This design comes from an exercise in tuning for small area, a short achievable clock period and few clock cycles per item on the open sky130 flow, not from production work.
RTL that was checked went through simulation tests only; none was proved equivalent to the original.
For run 2, only the layout was checked, not whether the RTL still works.

==> design/flow/design.v <==
module tc_norm16 (
    input  wire [15:0] x,
    output wire [15:0] xn,
    output wire [3:0]  lz
);
    wire [15:0] s3 = (x[15:8]  == 8'd0) ? {x[7:0], 8'd0}   : x;
    wire [15:0] s2 = (s3[15:12] == 4'd0) ? {s3[11:0], 4'd0} : s3;
    wire [15:0] s1 = (s2[15:14] == 2'd0) ? {s2[13:0], 2'd0} : s2;
    wire [15:0] s0 = (s1[15] == 1'b0)    ? {s1[14:0], 1'b0} : s1;
    assign xn = s0;
    assign lz = {x[15:8] == 8'd0, s3[15:12] == 4'd0, s2[15:14] == 2'd0, s1[15] == 1'b0};
endmodule
module tc_norm23 (
    input  wire [22:0] x,
    output wire [22:0] xn,
    output wire [4:0]  lz
);
    wire [22:0] s4 = (x[22:7]   == 16'd0) ? {x[6:0], 16'd0}  : x;
    wire [22:0] s3 = (s4[22:15] == 8'd0)  ? {s4[14:0], 8'd0} : s4;
    wire [22:0] s2 = (s3[22:19] == 4'd0)  ? {s3[18:0], 4'd0} : s3;
    wire [22:0] s1 = (s2[22:21] == 2'd0)  ? {s2[20:0], 2'd0} : s2;
    wire [22:0] s0 = (s1[22] == 1'b0)     ? {s1[21:0], 1'b0} : s1;
    assign xn = s0;
    assign lz = {x[22:7] == 16'd0, s4[22:15] == 8'd0, s3[22:19] == 4'd0,
                 s2[22:21] == 2'd0, s1[22] == 1'b0};
endmodule
module tc_abs16 (
    input  wire [15:0] x,
    output wire [15:0] m
);
    wire [15:0] low;
    genvar i;
    generate for (i = 0; i < 16; i = i + 1) begin : g_low
        if (i == 0) begin : g0
            assign low[i] = 1'b0;
        end else begin : gi
            assign low[i] = |x[i-1:0];
        end
    end endgenerate
    assign m = x ^ ({16{x[15]}} & low);
endmodule
module tc_add #(parameter integer N = 16) (
    input  wire [N-1:0] a,
    input  wire [N-1:0] b,
    output wire [N-1:0] s
);
    localparam integer TOPD = (N > 64) ? 32 : (N > 32) ? 16 : (N > 16) ? 8 : (N > 8) ? 4 : (N > 4) ? 2 : 1;
    wire [N-1:0] g0 = a & b;
    wire [N-1:0] p0 = a ^ b;
    reg  [N-1:0] G, P;
    integer i, d;
    always @(*) begin
        G = g0;
        P = p0;
        for (d = 1; d < N; d = d * 2)
            for (i = 2*d - 1; i < N; i = i + 2*d) begin
                G[i] = G[i] | (P[i] & G[i-d]);
                P[i] = P[i] & P[i-d];
            end
        for (d = TOPD; d >= 1; d = d / 2)
            for (i = 3*d - 1; i < N; i = i + 2*d) begin
                G[i] = G[i] | (P[i] & G[i-d]);
                P[i] = P[i] & P[i-d];
            end
    end
    assign s = p0 ^ {G[N-2:0], 1'b0};
endmodule
module tc_eac20 (
    input  wire [19:0] a,
    input  wire [19:0] b,
    output wire [19:0] s
);
    localparam integer N = 20;
    wire [N-1:0] g0 = a & b;
    wire [N-1:0] p0 = a ^ b;
    reg  [N-1:0] G, P;
    integer i, d;
    always @(*) begin
        G = g0;
        P = p0;
        for (d = 1; d < N; d = d * 2)
            for (i = 2*d - 1; i < N; i = i + 2*d) begin
                G[i] = G[i] | (P[i] & G[i-d]);
                P[i] = P[i] & P[i-d];
            end
        for (d = 8; d >= 1; d = d / 2)
            for (i = 3*d - 1; i < N; i = i + 2*d) begin
                G[i] = G[i] | (P[i] & G[i-d]);
                P[i] = P[i] & P[i-d];
            end
    end
    wire         wrap = G[N-1] | P[N-1];
    wire [N-1:0] c    = {G[N-2:0], 1'b0} | ({P[N-2:0], 1'b1} & {N{wrap}});
    assign s = p0 ^ c;
endmodule
module tc_inc #(parameter integer N = 16) (
    input  wire [N-1:0] a,
    input  wire         cin,
    output wire [N-1:0] s
);
    wire [N-1:0] c;
    genvar i;
    generate for (i = 0; i < N; i = i + 1) begin : g_c
        if (i == 0) begin : g0
            assign c[i] = cin;
        end else begin : gi
            assign c[i] = cin & (&a[i-1:0]);
        end
    end endgenerate
    assign s = a ^ c;
endmodule
module tc_mod31 (
    input  wire [16:0] x,
    output wire [4:0]  m
);
    wire [6:0] s = {2'd0, x[4:0]} + {2'd0, x[9:5]} + {2'd0, x[14:10]} + {5'd0, x[16:15]};
    wire [5:0] t = {1'b0, s[4:0]} + {4'd0, s[6:5]};
    assign m = t[4:0] + {4'd0, t[5]};
endmodule
module tc_mod15 (
    input  wire [16:0] x,
    output wire [3:0]  m
);
    wire [5:0] s = {2'd0, x[3:0]} + {2'd0, x[7:4]} + {2'd0, x[11:8]} + {2'd0, x[15:12]} + {5'd0, x[16]};
    wire [4:0] t = {1'b0, s[3:0]} + {3'd0, s[5:4]};
    assign m = t[3:0] + {3'd0, t[4]};
endmodule
module tc_int (
    input  wire        clk,
    input  wire [15:0] x,
    output wire [63:0] f
);
    parameter integer E0  = 0;
    parameter integer SGN = 0;
    wire [15:0] m;
    generate if (SGN) begin : g_s
        tc_abs16 u_a (.x(x), .m(m));
    end else begin : g_u
        assign m = x;
    end endgenerate
    reg  [15:0] m1;
    reg         sg1;
    always @(posedge clk) begin
        m1  <= m;
        sg1 <= (SGN != 0) & x[15];
    end
    wire [15:0] mn;
    wire [3:0]  lz;
    tc_norm16 u_n (.x(m1), .xn(mn), .lz(lz));
    reg  [15:0] mn2, mn3;
    reg  [3:0]  lz2, lz3;
    reg         sg2, sg3;
    always @(posedge clk) begin
        mn2 <= mn;  lz2 <= lz;  sg2 <= sg1;
        mn3 <= mn2; lz3 <= lz2; sg3 <= sg2;
    end
    wire [10:0] ex = 11'd1038 + E0 - {7'd0, lz3};
    assign f = {sg3, ex & {11{mn3[15]}}, mn3[14:0], 37'd0};
endmodule
module tc_f32 (
    input  wire        clk,
    input  wire [31:0] x,
    output wire [63:0] f
);
    reg  [31:0] w1, w;
    always @(posedge clk) begin
        w1 <= x;
        w  <= w1;
    end
    wire        s  = w[31];
    wire [7:0]  e  = w[30:23];
    wire [22:0] fr = w[22:0];
    wire [22:0] fn;
    wire [4:0]  lz;
    tc_norm23 u_n (.x(fr), .xn(fn), .lz(lz));
    wire        sub = (e == 8'd0);
    wire [10:0] ex  = sub ? (11'd896 - {6'd0, lz}) : ({3'd0, e} + 11'd896);
    reg  [63:0] r;
    always @(*) begin
        if (e == 8'hFF)       r = {s, 11'h7FF, fr, 29'd0};
        else if (!sub)        r = {s, ex, fr, 29'd0};
        else if (fn[22])      r = {s, ex, fn[21:0], 30'd0};
        else                  r = {s, 63'd0};
    end
    reg  [34:0] r3;
    always @(posedge clk) r3 <= r[63:29];
    assign f = {r3, 29'd0};
endmodule
module tc_div155 (
    input  wire        clk,
    input  wire [15:0] x,
    output wire [63:0] f
);
    parameter integer E0 = 0;
    function [4:0] t_b31(input [4:0] v);
        reg [159:0] t;
        begin
            t = {
                5'h0,
                5'h6,
                5'hc,
                5'h12,
                5'h18,
                5'h1e,
                5'h5,
                5'hb,
                5'h11,
                5'h17,
                5'h1d,
                5'h4,
                5'ha,
                5'h10,
                5'h16,
                5'h1c,
                5'h3,
                5'h9,
                5'hf,
                5'h15,
                5'h1b,
                5'h2,
                5'h8,
                5'he,
                5'h14,
                5'h1a,
                5'h1,
                5'h7,
                5'hd,
                5'h13,
                5'h19,
                5'h0};
            t_b31 = t[5*v +: 5];
        end
    endfunction
    function [3:0] t_n5(input [3:0] v);
        reg [63:0] t;
        begin
            t = {
                4'h0,
                4'hc,
                4'h9,
                4'h6,
                4'h3,
                4'h0,
                4'hc,
                4'h9,
                4'h6,
                4'h3,
                4'h0,
                4'hc,
                4'h9,
                4'h6,
                4'h3,
                4'h0};
            t_n5 = t[4*v +: 4];
        end
    endfunction
    wire [15:0] xn;
    wire [3:0]  lz;
    tc_norm16 u_n (.x(x), .xn(xn), .lz(lz));
    wire        hi = xn >= 16'd39680;
    reg  [16:0] xd1;
    reg  [3:0]  lz1;
    reg         hi1, nz1;
    always @(posedge clk) begin
        xd1 <= hi ? {1'b0, xn} : {xn, 1'b0};
        lz1 <= lz; hi1 <= hi; nz1 <= xn[15];
    end
    wire [4:0]  c31;
    wire [3:0]  c15;
    tc_mod31 u_m31 (.x(xd1), .m(c31));
    tc_mod15 u_m15 (.x(xd1), .m(c15));
    reg  [4:0]  b2;
    reg  [3:0]  n2, lz2;
    reg  [7:0]  xl2;
    reg         hi2, nz2;
    always @(posedge clk) begin
        b2 <= t_b31(c31); n2 <= t_n5(c15);
        xl2 <= xd1[7:0]; lz2 <= lz1; hi2 <= hi1; nz2 <= nz1;
    end
    wire [19:0] w;
    tc_eac20 u_w (.a({n2, n2, n2, n2, n2}), .b({b2, b2, b2, b2}), .s(w));
    wire [7:0]  q = w[7:0] - xl2 + {xl2[5:0], 2'd0} + {xl2[3:0], 4'd0} + {xl2[0], 7'd0};
    reg  [19:0] w3;
    reg  [7:0]  q3;
    reg  [3:0]  lz3;
    reg         hi3, nz3;
    always @(posedge clk) begin
        w3 <= w; q3 <= q; lz3 <= lz2; hi3 <= hi2; nz3 <= nz2;
    end
    wire [23:0] tl;
    tc_inc #(.N(24)) u_r (.a({w3, w3[19:16]}), .cin(w3[15]), .s(tl));
    wire [10:0] ex = 11'd1030 + E0 + {10'd0, hi3} - {7'd0, lz3};
    assign f = {1'b0, ex & {11{nz3}}, q3, w3, tl};
endmodule
module tc_div100 (
    input  wire        clk,
    input  wire [15:0] x,
    output wire [63:0] f
);
    wire [15:0] m;
    tc_abs16 u_a (.x(x), .m(m));
    wire [15:0] xn;
    wire [3:0]  lz;
    tc_norm16 u_n (.x(m), .xn(xn), .lz(lz));
    wire        hi = xn >= 16'd51200;
    reg  [16:0] xd1;
    reg  [3:0]  lz1;
    reg         hi1, nz1, sg1;
    always @(posedge clk) begin
        xd1 <= hi ? {1'b0, xn} : {xn, 1'b0};
        lz1 <= lz; hi1 <= hi; nz1 <= xn[15]; sg1 <= x[15];
    end
    wire [19:0] x0  = {3'd0, xd1};
    wire [19:0] t0  = ~x0;
    wire [19:0] t1  = ~{x0[16:0], x0[19:17]};
    wire [19:0] t2  = ~{x0[14:0], x0[19:15]};
    wire [19:0] t3  = {x0[9:0], x0[19:10]};
    wire [19:0] t4  = {x0[6:0], x0[19:7]};
    wire [19:0] t5  = {x0[4:0], x0[19:5]};
    wire [19:0] a1  = t0 ^ t1 ^ t2;
    wire [19:0] b1m = (t0 & t1) | (t0 & t2) | (t1 & t2);
    wire [19:0] b1  = {b1m[18:0], b1m[19]};
    wire [19:0] a2  = t3 ^ t4 ^ t5;
    wire [19:0] b2m = (t3 & t4) | (t3 & t5) | (t4 & t5);
    wire [19:0] b2  = {b2m[18:0], b2m[19]};
    wire [19:0] a3  = a1 ^ b1 ^ a2;
    wire [19:0] b3m = (a1 & b1) | (a1 & a2) | (b1 & a2);
    wire [19:0] b3  = {b3m[18:0], b3m[19]};
    wire [19:0] a4  = a3 ^ b3 ^ b2;
    wire [19:0] b4m = (a3 & b3) | (a3 & b2) | (b3 & b2);
    wire [19:0] b4  = {b4m[18:0], b4m[19]};
    wire [19:0] w;
    tc_eac20 u_w (.a(a4), .b(b4), .s(w));
    wire [10:0] xq = xd1[10:0] + {xd1[7:0], 3'd0} + {xd1[5:0], 5'd0} + {xd1[0], 10'd0};
    reg  [19:0] w2, w3;
    reg  [10:0] xq2, q3;
    reg  [3:0]  lz2, lz3;
    reg         hi2, nz2, sg2, hi3, nz3, sg3;
    always @(posedge clk) begin
        w2 <= w;  xq2 <= xq; lz2 <= lz1; hi2 <= hi1; nz2 <= nz1; sg2 <= sg1;
        w3 <= w2; q3 <= w2[10:0] + xq2; lz3 <= lz2; hi3 <= hi2; nz3 <= nz2; sg3 <= sg2;
    end
    wire [20:0] tl;
    tc_inc #(.N(21)) u_r (.a({w3, w3[19]}), .cin(w3[18]), .s(tl));
    wire [10:0] ex = 11'd1031 + {10'd0, hi3} - {7'd0, lz3};
    assign f = {sg3, ex & {11{nz3}}, q3, w3, tl};
endmodule
module tc_div31 (
    input  wire        clk,
    input  wire [15:0] x,
    input  wire        sgn,
    output wire [63:0] f
);
    function [4:0] t_w31(input [4:0] v);
        reg [159:0] t;
        begin
            t = {
                5'h0,
                5'h1a,
                5'h15,
                5'h10,
                5'hb,
                5'h6,
                5'h1,
                5'h1b,
                5'h16,
                5'h11,
                5'hc,
                5'h7,
                5'h2,
                5'h1c,
                5'h17,
                5'h12,
                5'hd,
                5'h8,
                5'h3,
                5'h1d,
                5'h18,
                5'h13,
                5'he,
                5'h9,
                5'h4,
                5'h1e,
                5'h19,
                5'h14,
                5'hf,
                5'ha,
                5'h5,
                5'h0};
            t_w31 = t[5*v +: 5];
        end
    endfunction
    function [3:0] t_r31(input [4:0] v);
        reg [127:0] t;
        begin
            t = {
                4'h0,
                4'hd,
                4'hb,
                4'h8,
                4'h6,
                4'h3,
                4'h1,
                4'he,
                4'hb,
                4'h9,
                4'h6,
                4'h4,
                4'h1,
                4'he,
                4'hc,
                4'h9,
                4'h7,
                4'h4,
                4'h2,
                4'hf,
                4'hc,
                4'ha,
                4'h7,
                4'h5,
                4'h2,
                4'hf,
                4'hd,
                4'ha,
                4'h8,
                4'h5,
                4'h3,
                4'h0};
            t_r31 = t[4*v +: 4];
        end
    endfunction
    wire [15:0] xn;
    wire [3:0]  lz;
    tc_norm16 u_n (.x(x), .xn(xn), .lz(lz));
    wire        hi = xn >= 16'd50791;
    reg  [16:0] xd1;
    reg  [3:0]  lz1;
    reg         hi1, nz1, sg1;
    always @(posedge clk) begin
        xd1 <= hi ? {1'b0, xn} : {xn, 1'b0};
        lz1 <= lz; hi1 <= hi; nz1 <= xn[15]; sg1 <= sgn;
    end
    wire [4:0]  c31;
    tc_mod31 u_m31 (.x(xd1), .m(c31));
    wire [12:0] xl1 = xd1[12:0];
    wire [12:0] xq  = xl1 + {xl1[10:0], 2'd0} + {xl1[7:0], 5'd0}
                    + {xl1[5:0], 7'd0} + {xl1[2:0], 10'd0} + {xl1[0], 12'd0};
    reg  [12:0] xq2;
    reg  [4:0]  w2;
    reg  [3:0]  wr2, lz2;
    reg         hi2, nz2, sg2;
    always @(posedge clk) begin
        xq2 <= xq; w2 <= t_w31(c31); wr2 <= t_r31(c31);    
        lz2 <= lz1; hi2 <= hi1; nz2 <= nz1; sg2 <= sg1;
    end
    reg  [12:0] q3;
    reg  [4:0]  w3;
    reg  [3:0]  wr3, lz3;
    reg         hi3, nz3, sg3;
    always @(posedge clk) begin
        q3 <= {w2[2:0], w2, w2} - xq2; w3 <= w2; wr3 <= wr2;
        lz3 <= lz2; hi3 <= hi2; nz3 <= nz2; sg3 <= sg2;
    end
    wire [10:0] ex = 11'd1036 + {10'd0, hi3} - {7'd0, lz3};
    assign f = {sg3, ex & {11{nz3}}, q3, w3, w3, w3, w3, w3, w3, w3, wr3};
endmodule
module tc_q125 (
    input  wire [8:0]  s,
    input  wire [1:0]  c,        
    input  wire [16:0] qp,
    output wire [51:0] fr
);
    function [40:0] t_f0(input [2:0] v);
        reg [327:0] t;
        begin
            t = {
                41'h1cac083147,
                41'h189374bc8a,
                41'h147ae147ce,
                41'h10624dd312,
                41'hc49ba5e55,
                41'h83126e999,
                41'h4189374dc,
                41'h20};
            t_f0 = t[41*v +: 41];
        end
    endfunction
    function [40:0] t_f1(input [2:0] v);
        reg [327:0] t;
        begin
            t = {
                41'he560418937,
                41'hc49ba5e354,
                41'ha3d70a3d71,
                41'h83126e978d,
                41'h624dd2f1aa,
                41'h4189374bc7,
                41'h20c49ba5e3,
                41'h0};
            t_f1 = t[41*v +: 41];
        end
    endfunction
    function [40:0] t_f2(input [2:0] v);
        reg [327:0] t;
        begin
            t = {
                41'h12b020c49ba,
                41'h24dd2f1aa0,
                41'h11eb851eb85,
                41'h189374bc6a,
                41'h1126e978d50,
                41'hc49ba5e35,
                41'h10624dd2f1b,
                41'h0};
            t_f2 = t[41*v +: 41];
        end
    endfunction
    function [16:0] t_q0(input [2:0] v);
        reg [135:0] t;
        begin
            t = {
                17'h1b22d,
                17'h12b02,
                17'ha3d7,
                17'h1cac,
                17'h19581,
                17'h10e56,
                17'h872b,
                17'h0};
            t_q0 = t[17*v +: 17];
        end
    endfunction
    function [16:0] t_q1(input [2:0] v);
        reg [135:0] t;
        begin
            t = {
                17'h19168,
                17'h15810,
                17'h11eb8,
                17'he560,
                17'hac08,
                17'h72b0,
                17'h3958,
                17'h0};
            t_q1 = t[17*v +: 17];
        end
    endfunction
    function [16:0] t_q2(input [2:0] v);
        reg [135:0] t;
        begin
            t = {
                17'h8b40,
                17'hc080,
                17'hf5c0,
                17'h12b00,
                17'h16040,
                17'h19580,
                17'h1cac0,
                17'h0};
            t_q2 = t[17*v +: 17];
        end
    endfunction
    wire [40:0] f0 = t_f0(s[2:0]);
    wire [40:0] f1 = t_f1(s[5:3]);
    wire [40:0] f2 = t_f2(s[8:6]);
    wire [40:0] fa = f0 ^ f1 ^ f2;
    wire [40:0] fb = {(f0[39:0] & f1[39:0]) | (f0[39:0] & f2[39:0]) | (f1[39:0] & f2[39:0]), 1'b0};
    wire [40:0] fs;
    tc_add #(.N(41)) u_f (.a(fa), .b(fb), .s(fs));
    wire [16:0] q = qp + t_q0(s[2:0]) + t_q1(s[5:3]) + t_q2(s[8:6]) + {15'd0, c};
    assign fr = {q, fs[40:6]};
endmodule
module tc_mag (
    input  wire        clk,
    input  wire [15:0] x,
    output wire [63:0] f
);
    wire [15:0] m;
    tc_abs16 u_a (.x(x), .m(m));
    wire [15:0] xn;
    wire [3:0]  lz;
    tc_norm16 u_n (.x(m), .xn(xn), .lz(lz));
    wire        hi = xn >= 16'd55919;
    reg  [16:0] xd1;
    reg  [3:0]  lz1;
    reg         hi1, nz1, sg1;
    always @(posedge clk) begin
        xd1 <= hi ? {1'b0, xn} : {xn, 1'b0};
        lz1 <= lz; hi1 <= hi; nz1 <= xn[15]; sg1 <= x[15];
    end
    wire [6:0]  e0 = xd1[6:0];
    wire [6:0]  e1 = xd1[13:7];
    wire [2:0]  e2 = xd1[16:14];
    wire [12:0] sy = {1'b0, e0, 5'd0} + {3'd0, e0, 3'd0} + {4'd0, e0, 2'd0} - {6'd0, e0}
                   + {4'd0, e1, 2'd0} + {7'd0, e2, 3'd0} + {8'd0, e2, 2'd0};
    wire [8:0]  s  = {2'd0, sy[6:0]} + {3'd0, sy[12:7]} + {2'd0, sy[12:7], 1'b0};
    wire [1:0]  c  = {1'b0, s >= 9'd125} + {1'b0, s >= 9'd250};
    wire [16:0] qp = xd1 + {xd1[13:0], 3'd0} - {xd1[10:0], 6'd0} - {xd1[6:0], 10'd0}
                   + {xd1[4:0], 12'd0} + {xd1[2:0], 14'd0} + {xd1[0], 16'd0};
    reg  [8:0]  s2;
    reg  [1:0]  c2;
    reg  [16:0] qp2;
    reg  [3:0]  lz2;
    reg         hi2, nz2, sg2;
    always @(posedge clk) begin
        s2 <= s; c2 <= c; qp2 <= qp; lz2 <= lz1; hi2 <= hi1; nz2 <= nz1; sg2 <= sg1;
    end
    wire [51:0] fr;
    tc_q125 u_q (.s(s2), .c(c2), .qp(qp2), .fr(fr));
    reg  [51:0] fr3;
    reg  [3:0]  lz3;
    reg         hi3, nz3, sg3;
    always @(posedge clk) begin
        fr3 <= fr; lz3 <= lz2; hi3 <= hi2; nz3 <= nz2; sg3 <= sg2;
    end
    wire [10:0] ex = 11'd1035 + {10'd0, hi3} - {7'd0, lz3};
    assign f = {sg3, ex & {11{nz3}}, fr3};
endmodule
module tc_kpa (
    input  wire        clk,
    input  wire [31:0] x,
    output wire [63:0] f
);
    wire        s  = x[31];
    wire [7:0]  e  = x[30:23];
    wire [22:0] fr = x[22:0];
    wire [22:0] fn;
    wire [4:0]  lz;
    tc_norm23 u_n (.x(fr), .xn(fn), .lz(lz));
    wire        sub = (e == 8'd0);
    wire [23:0] m   = sub ? {fn, 1'b0} : {1'b1, fr};
    wire        hi  = m >= 24'd16384000;
    wire [10:0] ex  = (sub ? (11'd886 - {6'd0, lz}) : ({3'd0, e} + 11'd886)) + {10'd0, hi};
    reg  [24:0] y1;
    reg  [10:0] ex1;
    reg         s1, inf1, nan1, zer1;
    always @(posedge clk) begin
        y1   <= hi ? {1'b0, m} : {m, 1'b0};
        ex1  <= ex;
        s1   <= s;
        inf1 <= (e == 8'hFF);
        nan1 <= (fr != 23'd0);
        zer1 <= sub & ~fn[22];
    end
    wire [11:0] sy = {5'd0, y1[6:0]} + {5'd0, y1[13:7]} + {4'd0, y1[13:7], 1'b0}
                   + {5'd0, y1[20:14]} + {2'd0, y1[20:14], 3'd0}
                   + {3'd0, y1[24:21], 5'd0} - {6'd0, y1[24:21], 2'd0} - {8'd0, y1[24:21]};
    wire [7:0]  sr = {1'b0, sy[6:0]} + {3'd0, sy[11:7]} + {2'd0, sy[11:7], 1'b0};
    wire [16:0] yl = y1[16:0];
    wire [16:0] qp = yl + {yl[14:0], 2'd0} + {yl[12:0], 4'd0} - {yl[10:0], 6'd0}
                   + {yl[8:0], 8'd0} - {yl[5:0], 11'd0} - {yl[1:0], 15'd0};
    reg  [7:0]  s2;
    reg         c2;
    reg  [16:0] qp2;
    reg  [10:0] ex2;
    reg         sg2, inf2, nan2, zer2;
    always @(posedge clk) begin
        s2 <= sr; c2 <= sr >= 8'd125; qp2 <= qp; ex2 <= ex1;
        sg2 <= s1; inf2 <= inf1; nan2 <= nan1; zer2 <= zer1;
    end
    wire [51:0] fq;
    tc_q125 u_q (.s({1'b0, s2}), .c({1'b0, c2}), .qp(qp2), .fr(fq));
    reg  [62:0] r3;
    reg         sg3;
    always @(posedge clk) begin
        sg3 <= sg2;
        r3  <= inf2 ? {11'h7FF, nan2, 51'd0} : zer2 ? 63'd0 : {ex2, fq};
    end
    assign f = {sg3, r3};
endmodule
module tslfs_convert (
    input  wire          clk,
    input  wire          rst,           
    input  wire          in_valid,
    output wire          in_ready,
    input  wire [511:0]  in_record,     
    output reg           out_valid,     
    output wire [1535:0] out_phys       
);
    assign in_ready = 1'b1;
    reg v1, v2;
    always @(posedge clk) begin
        v1        <= in_valid & ~rst;
        v2        <= v1 & ~rst;
        out_valid <= v2 & ~rst;
    end
    wire [511:0] r = in_record;
    tc_div155 #(.E0(-1)) u0 (.clk(clk), .x(r[8*2 +: 16]), .f(out_phys[64*0 +: 64]));
    tc_div155 #(.E0(0))  u1 (.clk(clk), .x(r[8*4 +: 16]), .f(out_phys[64*1 +: 64]));
    tc_div155 #(.E0(-1)) u2 (.clk(clk), .x(r[8*6 +: 16]), .f(out_phys[64*2 +: 64]));
    tc_div155 #(.E0(-1)) u3 (.clk(clk), .x(r[8*8 +: 16]), .f(out_phys[64*3 +: 64]));
    tc_div31 u4 (.clk(clk), .x(r[8*10 +: 16]), .sgn(1'b0), .f(out_phys[64*4 +: 64]));
    wire [15:0] at     = r[8*12 +: 16];
    wire        at_neg = at < 16'd155;
    wire [15:0] at_mag = at_neg ? {8'd0, 8'd155 - at[7:0]} : at - 16'd155;
    tc_div31 u5 (.clk(clk), .x(at_mag), .sgn(at_neg), .f(out_phys[64*5 +: 64]));
    tc_f32 u6  (.clk(clk), .x(r[8*40 +: 32]), .f(out_phys[64*6  +: 64]));
    tc_f32 u9  (.clk(clk), .x(r[8*48 +: 32]), .f(out_phys[64*9  +: 64]));
    tc_kpa u10 (.clk(clk), .x(r[8*52 +: 32]), .f(out_phys[64*10 +: 64]));
    tc_f32 u11 (.clk(clk), .x(r[8*56 +: 32]), .f(out_phys[64*11 +: 64]));
    tc_f32 u12 (.clk(clk), .x(r[8*44 +: 32]), .f(out_phys[64*12 +: 64]));
    tc_int #(.E0(-1)) u7 (.clk(clk), .x({7'd0, r[8*14 +: 8], r[8*15 +: 8] != 8'd0}),
                          .f(out_phys[64*7 +: 64]));
    tc_div100 u8 (.clk(clk), .x(r[8*16 +: 16]), .f(out_phys[64*8 +: 64]));
    tc_int u13 (.clk(clk), .x(r[8*36 +: 16]), .f(out_phys[64*13 +: 64]));
    tc_int u14 (.clk(clk), .x(r[8*38 +: 16]), .f(out_phys[64*14 +: 64]));
    tc_int #(.SGN(1)) u15 (.clk(clk), .x(r[8*18 +: 16]), .f(out_phys[64*15 +: 64]));
    tc_int #(.SGN(1)) u16 (.clk(clk), .x(r[8*20 +: 16]), .f(out_phys[64*16 +: 64]));
    tc_int #(.SGN(1)) u17 (.clk(clk), .x(r[8*22 +: 16]), .f(out_phys[64*17 +: 64]));
    tc_int #(.SGN(1)) u18 (.clk(clk), .x(r[8*24 +: 16]), .f(out_phys[64*18 +: 64]));
    tc_int #(.SGN(1)) u19 (.clk(clk), .x(r[8*26 +: 16]), .f(out_phys[64*19 +: 64]));
    tc_int #(.SGN(1)) u20 (.clk(clk), .x(r[8*28 +: 16]), .f(out_phys[64*20 +: 64]));
    tc_mag u21 (.clk(clk), .x(r[8*30 +: 16]), .f(out_phys[64*21 +: 64]));
    tc_mag u22 (.clk(clk), .x(r[8*32 +: 16]), .f(out_phys[64*22 +: 64]));
    tc_mag u23 (.clk(clk), .x(r[8*34 +: 16]), .f(out_phys[64*23 +: 64]));
endmodule
==> design/flow/run.sh <==
#!/bin/bash
# synth_recipe.tcl (not shown) runs the flow's synth.tcl, then flattens the netlist and writes it again
# the make line also repeats each setting of config.mk as NAME=value (left out here)
make -C /OpenROAD-flow-scripts/flow DESIGN_CONFIG=/design/flow/config.mk WORK_HOME=/design/flow/orfs CLKGATE_MAP_FILE= SYNTH_SCRIPT=/design/flow/synth_recipe.tcl finish
==> design/flow/config.mk <==
export PLATFORM = sky130hd
export DESIGN_NAME = tslfs_convert
export DESIGN_NICKNAME = tslfs_convert
export VERILOG_FILES = /design/flow/design.v
export SDC_FILE = /design/flow/constraint.sdc
export NUM_CORES = 4
export LEC_CHECK = 0
export CAP_MARGIN = 20
export CORE_AREA = 10 10 590 590
export DIE_AREA = 0 0 600 600
export SLEW_MARGIN = 20
==> design/flow/constraint.sdc <==
create_clock -name core_clock -period 12.0 [get_ports {clk}]
set_input_delay 2.4000 -clock core_clock [delete_from_list [all_inputs] [get_ports {clk}]]
set_output_delay 2.4000 -clock core_clock [all_outputs]
set_load 0.01 [all_outputs]
==> run_results.csv, run 1 <==
group,metric,value,unit
die,die_h,600,um
final_layout,area_growth,19.5,%
placed_design,place_congestion,0.975,
clocking,cts.sinks,1990,
logic_synthesis,synth_top_area_share,0.318,
setup_path,regToRegSetupSlack,4.99,ns
clocking,path_clk_slew,0.06,ns
logic_synthesis,yosys_warnings,14,
logic_synthesis,ys_top_cells_by_count,"dfxtp_1, inv_1, ha_1, nand2_1, a21oi_1",
clocking,insertion_delay,0.94,ns
die,start_util,0.375,
clocking,cts_resized,0,
clocking,cts_buffers,222,
placed_design,portBuffers,1546,
die,dieArea,360000,um^2
die,fp.coreArea,334000,um^2
route,drc,0,
setup_path,crit_path_max_incr_delay,0.71,ns
die,die_w,600,um
placed_design,hpwlAfterDp,339,mm
setup_path,start_kind,"input pin",
route,routed_wl,406,mm
logic_synthesis,syn_area,125000,um^2
timing,finalCriticalPeriod,8.22,ns
timing,relSlewSlack,0.273,
logic_synthesis,syn_inst,13434,
final_layout,fin_cells,19276,
logic_synthesis,synth_seq_cells,1990,
timing,fin_crit_sh,0.685,
logic_synthesis,ys.flop_type,"dfxtp_1",
logic_synthesis,synth_edf_count,0,
logic_synthesis,syn_area_per_cell,9.33,um^2
clocking,cts_buffer_depth,4,
route,ant_nets,0,
clocking,cts_root_buf,"clkbuf_16",
setup_path,end_kind,"flip-flop",
global_routing,antenna_found_initial,90,
route,vias_per_cell,5.00,
setup_path,path_delay_family,"simple AND/OR/NAND/NOR gates",
route,first_pass_iters,7,
route,via_count,96308,
setup_path,crit_fanout,24,
setup_path,slowest_stage,"nor4_2",
logic_synthesis,synth_area_leaders,"dfxtp_1, ha_1, fa_1, buf_4, xnor2_1",
timing,setup_viol_count_final,0,
hold_path,hold_path.class,"flip-flop to flip-flop",
setup_path,crit_path_frequent_cell,"buf_4",
logic_synthesis,post-synth-top-area-cell,"dfxtp_1",
route,drt_iter0_drc,7282,
global_routing,grt_use_total,0.212,
global_routing,grt_overflow,0,
timing,rsz0062_at_grt,"false",
final_layout,drive_above_1_share,0.0530,
global_routing,first_global_vias,93255,
global_routing,grt_max_degree,49,
timing,final.setup_skew,0.0912,ns
timing,setup_tns,0,ns
route,wire_per_inst,21.1,um
die,top_level_ports,2053,
logic_synthesis,synth_most_common_cell,"dfxtp_1",
global_routing,grt_pass1_wl,593,mm
clocking,cts_tree,"built",
timing,timing_hold_violations_final,0,
logic_synthesis,synth-async-reset-ratio,0,
clocking,cts_max_level,4,
placed_design,dp.cells,18839,
logic_synthesis,synth.yosys.seq_area_share,0.318,
final_layout,nets,17007,
die,rows,212,
timing,fmax,122,MHz
run,drv_cap,0,
logic_synthesis,synth.distinct_cells,113,
run_status,status,"complete, no violations",
clocking,cts_setup_buffers,0,
setup_path,critPathBufInv,8,
timing,drv_slew,0,
timing,worst_slew_pin_slew,1.09,ns
setup_path,required,12.77,ns
clocking,hold_buffers,0,
setup_path,crit_chain,"clkdlybuf4s50_1, nor4_2, nand4_1, nor3_1, a211oi_2, buf_4, o41a_1, nor3_4, buf_4, inv_1, o21ai_1, buf_4, inv_1, mux2i_1, o21ai_0, nand2_1, a2111o_1, buf_4, inv_1, ha_1, and3_1, nand2_1, or4_1, maj3_1",
setup_path,critPathKind,"input pin to flip-flop",
setup_path,cp.arrival,8.99,ns
cells in the final DEF (no fill, tap or decap), types with 66 or more instances in the layout:
cell type,netlist,final
o31ai_1,84,84
nor2_1,751,749
ha_1,1161,1161
nor4_1,75,72
nand2_1,891,891
nand3_1,249,249
o21bai_1,107,107
fa_1,654,654
and2_1,134,134
a21o_1,275,275
buf_4,736,85
inv_1,1323,1323
nand2b_1,125,124
clkdlybuf4s50_1,0,1546
mux2i_1,437,437
xnor2_1,624,623
nor3_1,135,134
a21oi_1,852,846
a211oi_1,83,81
mux2_2,90,90
xor2_1,266,265
nand4_1,66,66
conb_1,2,469
o21ai_0,641,641
dfxtp_1,1990,1990
a31oi_1,95,95
o211ai_1,72,72
nor2b_1,164,164
o21a_1,73,73
and3_1,83,83
clkbuf_16,0,223
stage by stage:
step                utilization  hold slack, ns  setup slack, ns  area, um^2
floorplan                     -           0.310             4.89      127000
global placement          0.424           0.310             2.96      142000
detailed placement        0.424           0.312             2.92      142000
CTS                       0.448           0.278             3.94      150000
global route              0.448           0.292             3.31      150000
finish                    0.448           0.277             3.78      150000
registers in the layout, indices dropped and copies added, names as in the netlist, 34 cells and up:
signal / count
u10.r3: 63
u22.fr3: 52
u6.r3: 34
u9.r3: 34
u12.r3: 34
u21.fr3: 52
u23.fr3: 52
u11.r3: 34
cells by family (layout without fill, tap and decap cells):
family | after synthesis | count (layout) | synth area share
AOI/OAI and AO/OA | 2804 | 2804 | 0.142
xor gates and xnor gates | 894 | 894 | 0.0629
adders and majority gates | 1821 | 1821 | 0.221
buffers and inverters | 2438 | 3393 | 0.0962
DFF | 1990 | 1990 | 0.318
muxes | 560 | 560 | 0.0489
other | 2 | 502 | 0.0000599
and+or+nand+nor | 2925 | 2925 | 0.111
worst register-to-register path: stages, from the launching register on:
cell	delay, ns
dfxtp_1	0.69
inv_1	0.28
fa_1	0.44
inv_1	0.08
fa_1	0.43
ha_1	0.29
ha_1	0.21
fa_1	0.45
a21o_1	0.19
a21oi_1	0.23
xnor2_1	0.13
ha_1	0.21
maj3_1	0.48
maj3_1	0.44
a21o_1	0.20
a21oi_1	0.23
xnor2_1	0.12
ha_1	0.23
or2_2	0.31
o31ai_1	0.32
nor2_1	0.09
o21ai_0	0.36
o211ai_1	0.17
ha_1	0.32
final cells by class:
type	instances	area (um^2)
Clock buffer	269	6010
Multi-Input combinational cell	9473	75300
Sequential cell	1990	39800
Antenna cell	33	82.6
Fill cell	32343	184000
Inverter	1358	5100
Timing Repair Buffer	1632	16100
Tap cell	4387	5490
Clock inverter	134	1810
final timing paths:
| kind | cells after the start | start | endpoint |
|---|---|---|---|
| worst min register to register | 0 | u2.hi1 | u2.hi2 |
| worst max-delay path | 24 | in_record[431] | u10.ex1[9] |
| worst min-delay path | 0 | u2.hi1 | u2.hi2 |
| worst max register to register | 23 | u23.xd1[0] | u23.c2[0] |
per-layer routing:
| metal | global-route usage | vias up | part of all wire |
|---|---|---|---|
| met2 | 0.327 | 3033 | 0.43 |
| li1 | - | 47095 | - |
| met4 | 0.0708 | 20 | 0.037 |
| met5 | 0 | - | 0.00033 |
| met1 | 0.282 | 45507 | 0.44 |
| met3 | 0.0676 | 653 | 0.092 |
Testbench counts, summed over its fixed seeds: cycles 824, items 800.
==> run 2: changes to the inputs <==
--- a/design/flow/design.v
+++ b/design/flow/design.v
@@ -125,6 +125,39 @@
     wire [4:0] t = {1'b0, s[3:0]} + {3'd0, s[5:4]};
     assign m = t[3:0] + {3'd0, t[4]};
 endmodule
+module tc_mod31x (
+    input  wire [15:0] x,
+    output wire [4:0]  m
+);
+    wire [6:0] s = {2'd0, x[4:0]} + {2'd0, x[9:5]} + {2'd0, x[14:10]} + {6'd0, x[15]};
+    wire [5:0] t = {1'b0, s[4:0]} + {4'd0, s[6:5]};
+    assign m = t[4:0] + {4'd0, t[5]};
+endmodule
+module tc_mod15x (
+    input  wire [15:0] x,
+    output wire [3:0]  m
+);
+    wire [5:0] s = {2'd0, x[3:0]} + {2'd0, x[7:4]} + {2'd0, x[11:8]} + {2'd0, x[15:12]};
+    wire [4:0] t = {1'b0, s[3:0]} + {3'd0, s[5:4]};
+    assign m = t[3:0] + {3'd0, t[4]};
+endmodule
+module tc_rot31 (
+    input  wire [4:0] v,
+    input  wire [4:0] k,
+    output reg  [4:0] r
+);
+    reg [2:0] m;
+    always @(*) begin
+        m = k % 5;
+        case (m)
+            3'd1:    r = {v[3:0], v[4]};
+            3'd2:    r = {v[2:0], v[4:3]};
+            3'd3:    r = {v[1:0], v[4:2]};
+            3'd4:    r = {v[0], v[4:1]};
+            default: r = v;
+        endcase
+    end
+endmodule
 module tc_int (
     input  wire        clk,
     input  wire [15:0] x,
@@ -258,34 +291,42 @@
     wire [3:0]  lz;
     tc_norm16 u_n (.x(x), .xn(xn), .lz(lz));
     wire        hi = xn >= 16'd39680;
-    reg  [16:0] xd1;
-    reg  [3:0]  lz1;
+    wire [16:0] xd = hi ? {1'b0, xn} : {xn, 1'b0};
+    wire [4:0]  sh = {1'b0, lz} + {4'd0, ~hi};
+    wire [4:0]  m31, c31;
+    wire [3:0]  m15;
+    tc_mod31x u_m31 (.x(x), .m(m31));
+    tc_mod15x u_m15 (.x(x), .m(m15));
+    tc_rot31  u_r31 (.v(m31), .k(sh), .r(c31));
+    reg  [3:0]  c15;
+    always @(*) begin
+        case (sh[1:0])
+            2'd1:    c15 = {m15[2:0], m15[3]};
+            2'd2:    c15 = {m15[1:0], m15[3:2]};
+            2'd3:    c15 = {m15[0], m15[3:1]};
+            default: c15 = m15;
+        endcase
+    end
+    reg  [7:0]  xl1;
+    reg  [4:0]  c31_1;
+    reg  [3:0]  c15_1, lz1;
     reg         hi1, nz1;
     always @(posedge clk) begin
-        xd1 <= hi ? {1'b0, xn} : {xn, 1'b0};
+        xl1 <= xd[7:0]; c31_1 <= c31; c15_1 <= c15;
         lz1 <= lz; hi1 <= hi; nz1 <= xn[15];
     end
-    wire [4:0]  c31;
-    wire [3:0]  c15;
-    tc_mod31 u_m31 (.x(xd1), .m(c31));
-    tc_mod15 u_m15 (.x(xd1), .m(c15));
-    reg  [4:0]  b2;
-    reg  [3:0]  n2, lz2;
-    reg  [7:0]  xl2;
-    reg         hi2, nz2;
-    always @(posedge clk) begin
-        b2 <= t_b31(c31); n2 <= t_n5(c15);
-        xl2 <= xd1[7:0]; lz2 <= lz1; hi2 <= hi1; nz2 <= nz1;
-    end
+    wire [4:0]  b = t_b31(c31_1);
+    wire [3:0]  n = t_n5(c15_1);
     wire [19:0] w;
-    tc_eac20 u_w (.a({n2, n2, n2, n2, n2}), .b({b2, b2, b2, b2}), .s(w));
-    wire [7:0]  q = w[7:0] - xl2 + {xl2[5:0], 2'd0} + {xl2[3:0], 4'd0} + {xl2[0], 7'd0};
-    reg  [19:0] w3;
-    reg  [7:0]  q3;
-    reg  [3:0]  lz3;
-    reg         hi3, nz3;
+    tc_eac20 u_w (.a({n, n, n, n, n}), .b({b, b, b, b}), .s(w));
+    wire [7:0]  q = w[7:0] - xl1 + {xl1[5:0], 2'd0} + {xl1[3:0], 4'd0} + {xl1[0], 7'd0};
+    reg  [19:0] w2, w3;
+    reg  [7:0]  q2, q3;
+    reg  [3:0]  lz2, lz3;
+    reg         hi2, nz2, hi3, nz3;
     always @(posedge clk) begin
-        w3 <= w; q3 <= q; lz3 <= lz2; hi3 <= hi2; nz3 <= nz2;
+        w2 <= w;  q2 <= q;  lz2 <= lz1; hi2 <= hi1; nz2 <= nz1;
+        w3 <= w2; q3 <= q2; lz3 <= lz2; hi3 <= hi2; nz3 <= nz2;
     end
     wire [23:0] tl;
     tc_inc #(.N(24)) u_r (.a({w3, w3[19:16]}), .cin(w3[15]), .s(tl));
@@ -332,13 +373,14 @@
     wire [19:0] w;
     tc_eac20 u_w (.a(a4), .b(b4), .s(w));
     wire [10:0] xq = xd1[10:0] + {xd1[7:0], 3'd0} + {xd1[5:0], 5'd0} + {xd1[0], 10'd0};
+    wire [10:0] q  = w[10:0] + xq;
     reg  [19:0] w2, w3;
-    reg  [10:0] xq2, q3;
+    reg  [10:0] q2, q3;
     reg  [3:0]  lz2, lz3;
     reg         hi2, nz2, sg2, hi3, nz3, sg3;
     always @(posedge clk) begin
-        w2 <= w;  xq2 <= xq; lz2 <= lz1; hi2 <= hi1; nz2 <= nz1; sg2 <= sg1;
-        w3 <= w2; q3 <= w2[10:0] + xq2; lz3 <= lz2; hi3 <= hi2; nz3 <= nz2; sg3 <= sg2;
+        w2 <= w;  q2 <= q;  lz2 <= lz1; hi2 <= hi1; nz2 <= nz1; sg2 <= sg1;
+        w3 <= w2; q3 <= q2; lz3 <= lz2; hi3 <= hi2; nz3 <= nz2; sg3 <= sg2;
     end
     wire [20:0] tl;
     tc_inc #(.N(21)) u_r (.a({w3, w3[19]}), .cin(w3[18]), .s(tl));
@@ -433,33 +475,31 @@
     wire [3:0]  lz;
     tc_norm16 u_n (.x(x), .xn(xn), .lz(lz));
     wire        hi = xn >= 16'd50791;
-    reg  [16:0] xd1;
+    wire [16:0] xd = hi ? {1'b0, xn} : {xn, 1'b0};
+    wire [4:0]  sh = {1'b0, lz} + {4'd0, ~hi};
+    wire [4:0]  m31, c31;
+    tc_mod31x u_m31 (.x(x), .m(m31));
+    tc_rot31  u_r31 (.v(m31), .k(sh), .r(c31));
+    reg  [12:0] xl1;
+    reg  [4:0]  c31_1;
     reg  [3:0]  lz1;
     reg         hi1, nz1, sg1;
     always @(posedge clk) begin
-        xd1 <= hi ? {1'b0, xn} : {xn, 1'b0};
+        xl1 <= xd[12:0]; c31_1 <= c31;
         lz1 <= lz; hi1 <= hi; nz1 <= xn[15]; sg1 <= sgn;
     end
-    wire [4:0]  c31;
-    tc_mod31 u_m31 (.x(xd1), .m(c31));
-    wire [12:0] xl1 = xd1[12:0];
-    wire [12:0] xq  = xl1 + {xl1[10:0], 2'd0} + {xl1[7:0], 5'd0}
-                    + {xl1[5:0], 7'd0} + {xl1[2:0], 10'd0} + {xl1[0], 12'd0};
-    reg  [12:0] xq2;
-    reg  [4:0]  w2;
-    reg  [3:0]  wr2, lz2;
-    reg         hi2, nz2, sg2;
-    always @(posedge clk) begin
-        xq2 <= xq; w2 <= t_w31(c31); wr2 <= t_r31(c31);    
-        lz2 <= lz1; hi2 <= hi1; nz2 <= nz1; sg2 <= sg1;
-    end
-    reg  [12:0] q3;
-    reg  [4:0]  w3;
-    reg  [3:0]  wr3, lz3;
-    reg         hi3, nz3, sg3;
+    wire [4:0]  w  = t_w31(c31_1);
+    wire [3:0]  wr = t_r31(c31_1);    
+    wire [12:0] xq = xl1 + {xl1[10:0], 2'd0} + {xl1[7:0], 5'd0}
+                   + {xl1[5:0], 7'd0} + {xl1[2:0], 10'd0} + {xl1[0], 12'd0};
+    wire [12:0] q  = {w[2:0], w, w} - xq;
+    reg  [12:0] q2, q3;
+    reg  [4:0]  w2, w3;
+    reg  [3:0]  wr2, lz2, wr3, lz3;
+    reg         hi2, nz2, sg2, hi3, nz3, sg3;
     always @(posedge clk) begin
-        q3 <= {w2[2:0], w2, w2} - xq2; w3 <= w2; wr3 <= wr2;
-        lz3 <= lz2; hi3 <= hi2; nz3 <= nz2; sg3 <= sg2;
+        q2 <= q;  w2 <= w;  wr2 <= wr;  lz2 <= lz1; hi2 <= hi1; nz2 <= nz1; sg2 <= sg1;
+        q3 <= q2; w3 <= w2; wr3 <= wr2; lz3 <= lz2; hi3 <= hi2; nz3 <= nz2; sg3 <= sg2;
     end
     wire [10:0] ex = 11'd1036 + {10'd0, hi3} - {7'd0, lz3};
     assign f = {sg3, ex & {11{nz3}}, q3, w3, w3, w3, w3, w3, w3, w3, wr3};
==> run_results.csv, run 2 <==
group,metric,value,unit
logic_synthesis,ys.flop_type,"dfxtp_1",
setup_path,regToRegSetupSlack,3.83,ns
setup_path,cp.arrival,11.66,ns
logic_synthesis,synth.distinct_cells,117,
setup_path,crit_path_frequent_cell,"ha_1",
timing,fmax,91.8,MHz
final_layout,multi_input_area,77300,um^2
logic_synthesis,syn_inst,13874,
logic_synthesis,ys_top_cells_by_count,"dfxtp_1, inv_1, ha_1, nand2_1, a21oi_1",
timing,holdWs,0.279,ns
final_layout,largest_register,"u10.r3",
clocking,cts.sinks,2036,
die,start_util,0.384,
timing,setup_viol_count_final,0,
final_layout,area_growth,19.5,%
setup_path,rr_startpoint,"u8.xd1[6]",
logic_synthesis,synth_top_area_share,0.318,
final_layout,drive_above_1_share,0.0536,
logic_synthesis,synth_seq_cells,2036,
placed_design,hpwlAfterDp,337,mm
timing,timing_hold_violations_final,0,
route,routed_wl,407,mm
hold_path,worstHoldStart,"u8.lz1[1]",
global_routing,antenna_found_initial,80,
logic_synthesis,yosys_warnings,15,
setup_path,required,12.77,ns
clocking,cts_root_buf,"clkbuf_16",
timing,finalCriticalPeriod,10.90,ns
hold_path,hold_path.class,"flip-flop to flip-flop",
route,ant_nets,0,
setup_path,path_delay_family,"simple AND/OR/NAND/NOR gates",
clocking,cts_buffers,225,
route,vias_per_cell,5.02,
logic_synthesis,post-synth-top-area-cell,"dfxtp_1",
global_routing,grt_max_degree,52,
logic_synthesis,synth-async-reset-ratio,0,
placed_design,placedInstanceArea,145000,um^2
final_layout,final_common_cell,"dfxtp_1",
setup_path,end_kind,"flip-flop",
die,die_w,600,um
setup_path,slowest_stage,"or4_1",
clocking,insertion_delay,0.93,ns
clocking,cts_setup_buffers,0,
timing,relSlewSlack,0.273,
clocking,cts_buffer_depth,4,
timing,fin_crit_sh,0.908,
logic_synthesis,synth.yosys.seq_area_share,0.318,
placed_design,place_congestion,0.970,
global_routing,grt_overflow,0,
clocking,path_clk_slew,0.06,ns
die,fp.coreArea,334000,um^2
final_layout,largest_register_ffs,63,
global_routing,grt_pass1_wl,603,mm
setup_path,critPathBufInv,7,
final_layout,design_area,153000,um^2
run_status,status,"complete, no violations",
route,drc,0,
global_routing,grt_use_total,0.213,
setup_path,critPathKind,"input pin to flip-flop",
logic_synthesis,syn_area_per_cell,9.24,um^2
route,first_pass_iters,6,
route,via_count,99472,
timing,drv_slew,0,
timing,worst_slew_pin_slew,1.08,ns
setup_path,crit_path_max_incr_delay,0.78,ns
setup_path,crit_fanout,7,
final_layout,regArea,40800,um^2
logic_synthesis,syn_area,128000,um^2
clocking,hold_buffers,0,
run,drv_cap,0,
logic_synthesis,synth_edf_count,0,
logic_synthesis,synth_most_common_cell,"dfxtp_1",
final_layout,nets,17523,
timing,final.setup_skew,0.0502,ns
die,rows,212,
timing,setup_tns,0,ns
route,drt_iter0_drc,7149,
route,wire_per_inst,20.5,um
timing,rsz0062_at_grt,"false",
setup_path,setup.worst_path.start,"in_record[107]",
clocking,cts_max_level,4,
final_layout,fillers,32099,
die,die_h,600,um
die,dieArea,360000,um^2
final_layout,final_cell_mix,"dfxtp_1, clkdlybuf4s50_1, inv_1",
logic_synthesis,synth_area_leaders,"dfxtp_1, ha_1, fa_1, buf_4, xnor2_1",
clocking,cts_tree,"built",
die,top_level_ports,2053,
placed_design,portBuffers,1546,
clocking,cts_resized,0,
setup_path,start_kind,"input pin",
global_routing,first_global_vias,96637,
-- run 2: final timing paths --
check / endpoint / depth (start not counted)
worst min-delay path: u8.lz2[1] / 0
worst max-delay path: u5.c31_1[1] / 41
worst max register to register: u8.q2[10] / 32
worst min register to register: u8.lz2[1] / 0
-- run 2: layer usage --
metal / part of all wire / global-route usage / vias up
li1: - / - / 48690
met1: 0.44 / 0.284 / 47131
met2: 0.46 / 0.346 / 3064
met3: 0.070 / 0.0438 / 571
met4: 0.031 / 0.0699 / 16
met5: 0.00026 / 0 / -
-- run 2: logic make-up (layout without fill, tap and decap cells) --
family                   Yosys count  count (layout)  synth area share
AO/OA/AOI/OAI                   2948            2948             0.145
adder cells (fa/ha/maj)         1840            1840             0.219
XOR/XNOR                         886             886            0.0607
AND/OR/NAND/NOR                 3165            3165             0.116
other                              2             523         0.0000586
flip-flops                      2036            2036             0.318
buffers and inverters           2448            3471            0.0942
multiplexers                     549             549            0.0467
-- run 2: layout make-up --
type	count	share of cell area
Timing Repair Buffer	1692	0.108
Clock inverter	128	0.0113
Tap cell	4387	0.0358
Inverter	1364	0.0334
Clock buffer	287	0.0403
Multi-Input combinational cell	9857	0.504
Antenna cell	54	0.000882
Sequential cell	2036	0.266
-- run 2: stage by stage --
step                setup WS [ns]  utilization  std cells
finish                       1.10        0.459      19805
CTS                          1.30        0.458      19748
global route                0.393        0.458      19789
floorplan                    1.13            -      14341
global placement            0.346        0.434      19333
detailed placement          0.325        0.434      19333

==> static timing again, ports no longer ideal <==
The results above use ideal ports. As a check the final layouts listed here were re-extracted and re-timed, cells and wires unchanged.
Step 1, drivers: a clkbuf_16 drives clk and a buf_2 each remaining input, both assumed.
Step 2 also shifts input and output timing later by t, the mid clock arrival at the registers, as if the neighbouring blocks saw the same clock.
Slacks: ideal ports / drivers / drivers and shift; pairs: ideal ports / drivers.
| run | t (ns) | setup slack, ns | hold WS [ns] | cell pins on the clock port's net |
|---|---|---|---|---|
| run 1 | 0.989 | 3.778 / 3.806 / 2.818 | 0.277 / 0.277 / 0.277 | 1 |
| run 2 | 0.998 | 1.102 / 1.177 / 0.179 | 0.279 / 0.279 / 0.279 | 1 |
After both steps every run listed still meets setup and hold. For run 1, which loses most, drivers alone change the setup slack by +0.028 ns; drivers and shift together by -0.960 ns.
